Context: an optimization exercise on an open-source flow, tuned for small area, a short achievable clock period and few clock cycles per item. The choices shown serve that exercise and are no tape-out recipe. The RTL was checked by simulation tests, not by an equivalence proof against the original design.

== before ==
Design jacobi_unit, start of the top module:
module jacobi_unit #(
    parameter integer W = 128,
    parameter integer K = 5       
) (
    input  wire         clk,
    input  wire         rst,      
    input  wire         start,
    input  wire [W-1:0] a,
    input  wire [W-1:0] n,
    output wire         ready,
    output reg          done,
    output reg          fault,
    output reg  [1:0]   j
);
    reg         run;      
    reg         bad_q;    
    reg [W:0]   x_q;      
    reg [W-1:0] n_q;
    reg         neg_q;    
    wire x_zero = (x_q == {(W+1){1'b0}});
    wire x_one  = (x_q == {{W{1'b0}}, 1'b1});
    wire fin    = bad_q || x_zero || x_one;
    assign ready = !run || fin;
    wire accept = ready && start;
    wire         odd = x_q[0];
    reg  [3:1]   odd_c;
    wire [W-1:0] odd_m = {{(W/4){odd_c[3]}}, {(W/4){odd_c[2]}},
                          {(W/4){odd_c[1]}}, {(W/4){odd}}};
    wire [W:0]   d;
    wire         dneg;
    jacobi_sub #(.N(W + 1)) u_sub (
        .x(x_q), .y({1'b0, n_q & odd_m}), .d(d), .neg(dneg)
    );
    reg  [2:0]   s;
    integer i;
    always @* begin
        s = K;
        for (i = K; i >= 1; i = i - 1)
            if (d[i]) s = i;
    end
    wire         big = (d[K:1] == {K{1'b0}});
    wire         inv = dneg && !big;
    wire [W+K:0] dx = {{K{dneg}}, d} >> s;     
    wire [W:0]   ds = dx[W:0];
    wire [W:0]   v  = {ds[W:1] ^ {W{inv}}, ds[0] | inv};
    wire         swap = odd && dneg;
    wire [2:0]   m8    = swap ? x_q[2:0] : n_q[2:0];
    wire         m8_35 = (m8 == 3'd3) || (m8 == 3'd5);
    wire         recip = (x_q[1:0] == 2'd3) && (n_q[1:0] == 2'd3);
    wire         flip  = (swap && recip) ^ (s[0] && m8_35);
    wire         bad_in = !n[0] || (n[W-1:1] == {(W-1){1'b0}});
    always @(posedge clk) begin
        x_q   <= accept ? {1'b0, a} : v;
        odd_c[1] <= accept ? a[0] : (!big | d[0]);
        odd_c[2] <= accept ? a[0] : (!big & !d[0]);
        odd_c[3] <= accept ? a[0] : (!big ^ d[0]);
        neg_q <= accept ? 1'b0 : (neg_q ^ flip);
    end
  ...
For scale: about 2700 cells after synthesis, ~270 flip-flops, about 260 I/O pins, roughly 21000 sq um of cells after synthesis.
==> module jacobi_unit, before the edit <==
module jacobi_unit #(
    parameter integer W = 128,
    parameter integer K = 5       
) (
    input  wire         clk,
    input  wire         rst,      
    input  wire         start,
    input  wire [W-1:0] a,
    input  wire [W-1:0] n,
    output wire         ready,
    output reg          done,
    output reg          fault,
    output reg  [1:0]   j
);
    reg         run;      
    reg         bad_q;    
    reg [W:0]   x_q;      
    reg [W-1:0] n_q;
    reg         neg_q;    
    wire x_zero = (x_q == {(W+1){1'b0}});
    wire x_one  = (x_q == {{W{1'b0}}, 1'b1});
    wire fin    = bad_q || x_zero || x_one;
    assign ready = !run || fin;
    wire accept = ready && start;
    wire         odd = x_q[0];
    reg  [3:1]   odd_c;
    wire [W-1:0] odd_m = {{(W/4){odd_c[3]}}, {(W/4){odd_c[2]}},
                          {(W/4){odd_c[1]}}, {(W/4){odd}}};
    wire [W:0]   d;
    wire         dneg;
    jacobi_sub #(.N(W + 1)) u_sub (
        .x(x_q), .y({1'b0, n_q & odd_m}), .d(d), .neg(dneg)
    );
    reg  [2:0]   s;
    integer i;
    always @* begin
        s = K;
        for (i = K; i >= 1; i = i - 1)
            if (d[i]) s = i;
    end
    wire         big = (d[K:1] == {K{1'b0}});
    wire         inv = dneg && !big;
    wire [W+K:0] dx = {{K{dneg}}, d} >> s;     
    wire [W:0]   ds = dx[W:0];
    wire [W:0]   v  = {ds[W:1] ^ {W{inv}}, ds[0] | inv};
    wire         swap = odd && dneg;
    wire [2:0]   m8    = swap ? x_q[2:0] : n_q[2:0];
    wire         m8_35 = (m8 == 3'd3) || (m8 == 3'd5);
    wire         recip = (x_q[1:0] == 2'd3) && (n_q[1:0] == 2'd3);
    wire         flip  = (swap && recip) ^ (s[0] && m8_35);
    wire         bad_in = !n[0] || (n[W-1:1] == {(W-1){1'b0}});
    always @(posedge clk) begin
        x_q   <= accept ? {1'b0, a} : v;
        odd_c[1] <= accept ? a[0] : (!big | d[0]);
        odd_c[2] <= accept ? a[0] : (!big & !d[0]);
        odd_c[3] <= accept ? a[0] : (!big ^ d[0]);
        neg_q <= accept ? 1'b0 : (neg_q ^ flip);
    end
    always @(posedge clk) begin
        if (rst) begin
            run   <= 1'b0;
            done  <= 1'b0;
            fault <= 1'b0;
            j     <= 2'b00;
        end else begin
            done <= run && fin;
            if (run && fin) begin
                fault <= bad_q;
                j     <= (!bad_q && x_one) ? (neg_q ? 2'b11 : 2'b01) : 2'b00;
            end
            if (accept) begin
                run   <= 1'b1;
                bad_q <= bad_in;
                n_q   <= n;
            end else if (run && fin) begin
                run   <= 1'b0;
            end else if (run && swap) begin
                n_q   <= x_q[W-1:0];
            end
        end
    end
endmodule
Settings: LEC_CHECK=0, CAP_MARGIN=20, CORE_MARGIN=2, CORE_UTILIZATION=60, CTS_CLUSTER_DIAMETER=80, CTS_CLUSTER_SIZE=35, SETUP_SLACK_MARGIN=5, SLEW_MARGIN=20; clock period 10.0 ns.
standard.sh (not shown) runs the stock make flow with config.mk's settings and CLKGATE_MAP_FILE= SYNTH_SCRIPT=/design/flow/synth_recipe.tcl, a recipe that flattens the netlist after the stock synthesis.
==> flow/flow/run.sh <==
#!/bin/bash
set -euo pipefail
PORTS="BUFFER_PORTS_ARGS=-buffer_cell sky130_fd_sc_hd__buf_1"
bash standard.sh "$PORTS" cts > make_cts.log 2>&1
bash standard.sh "$PORTS" SETUP_SLACK_MARGIN=0 finish > make_finish.log 2>&1
Testbench counts of before, summed over its fixed seeds: cycles 94,553, items 1,024.
The inputs of after differ from those of before as listed below.
diff --git a/flow/design.v b/flow/design.v
--- a/flow/design.v
+++ b/flow/design.v
@@ -23,13 +23,10 @@
     assign ready = !run || fin;
     wire accept = ready && start;
     wire         odd = x_q[0];
-    reg  [3:1]   odd_c;
-    wire [W-1:0] odd_m = {{(W/4){odd_c[3]}}, {(W/4){odd_c[2]}},
-                          {(W/4){odd_c[1]}}, {(W/4){odd}}};
     wire [W:0]   d;
     wire         dneg;
     jacobi_sub #(.N(W + 1)) u_sub (
-        .x(x_q), .y({1'b0, n_q & odd_m}), .d(d), .neg(dneg)
+        .x(x_q), .y({1'b0, n_q & {W{odd}}}), .d(d), .neg(dneg)
     );
     reg  [2:0]   s;
     integer i;
@@ -51,9 +48,6 @@
     wire         bad_in = !n[0] || (n[W-1:1] == {(W-1){1'b0}});
     always @(posedge clk) begin
         x_q   <= accept ? {1'b0, a} : v;
-        odd_c[1] <= accept ? a[0] : (!big | d[0]);
-        odd_c[2] <= accept ? a[0] : (!big & !d[0]);
-        odd_c[3] <= accept ? a[0] : (!big ^ d[0]);
         neg_q <= accept ? 1'b0 : (neg_q ^ flip);
     end
     always @(posedge clk) begin
--- outcome ---
- [compare] base=before new=after: die area went down 740 sq um; post-placement worst setup slack has increased.
- For wire length of the first global-routing pass, after and before come out practically identical.
- Total placed instance area (lower): after
- Delta (after minus before): relative area of non-clock buffer cells in the final design grew by 0.63 points; final worst-path setup slack barely changed.
- Diff before -> after | combined area of all synthesized cells | decrease of about 2%
- The met2 layer wire length in the routed design of after falls short of that of before by about 5%.
Testbench counts of after, summed over its fixed seeds: cycles 94,553, items 1,024.

[static timing again, ports no longer ideal]
Ports are ideal in the flow. The routed layouts listed here were re-timed in OpenROAD. Step 1 assumes that a clkbuf_16 drives the clock port and a buf_2 every other input. Step 2, shift: input delay + t, output delay - t, t = (earliest + latest rising clock arrival at the registers) / 2. This alone moves slack from input paths to output paths. Slacks: no drivers / after step 1 / after step 2; pairs: no drivers / after step 1.
| run | shift t [ns] | setup slack, ns | worst hold slack (ns) | slew at the worst register clock pin (ns) | cell pins on the clock port's net |
|---|---|---|---|---|---|
| before | 0.613 | 4.891 / 4.832 / 4.901 | 0.502 / 0.502 / 0.502 | 0.10 / 0.10 | 1 |
| after | 0.585 | 4.893 / 4.875 / 4.893 | 0.527 / 0.527 / 0.527 | 0.09 / 0.09 | 1 |
After both steps setup and hold are still met in every run listed.
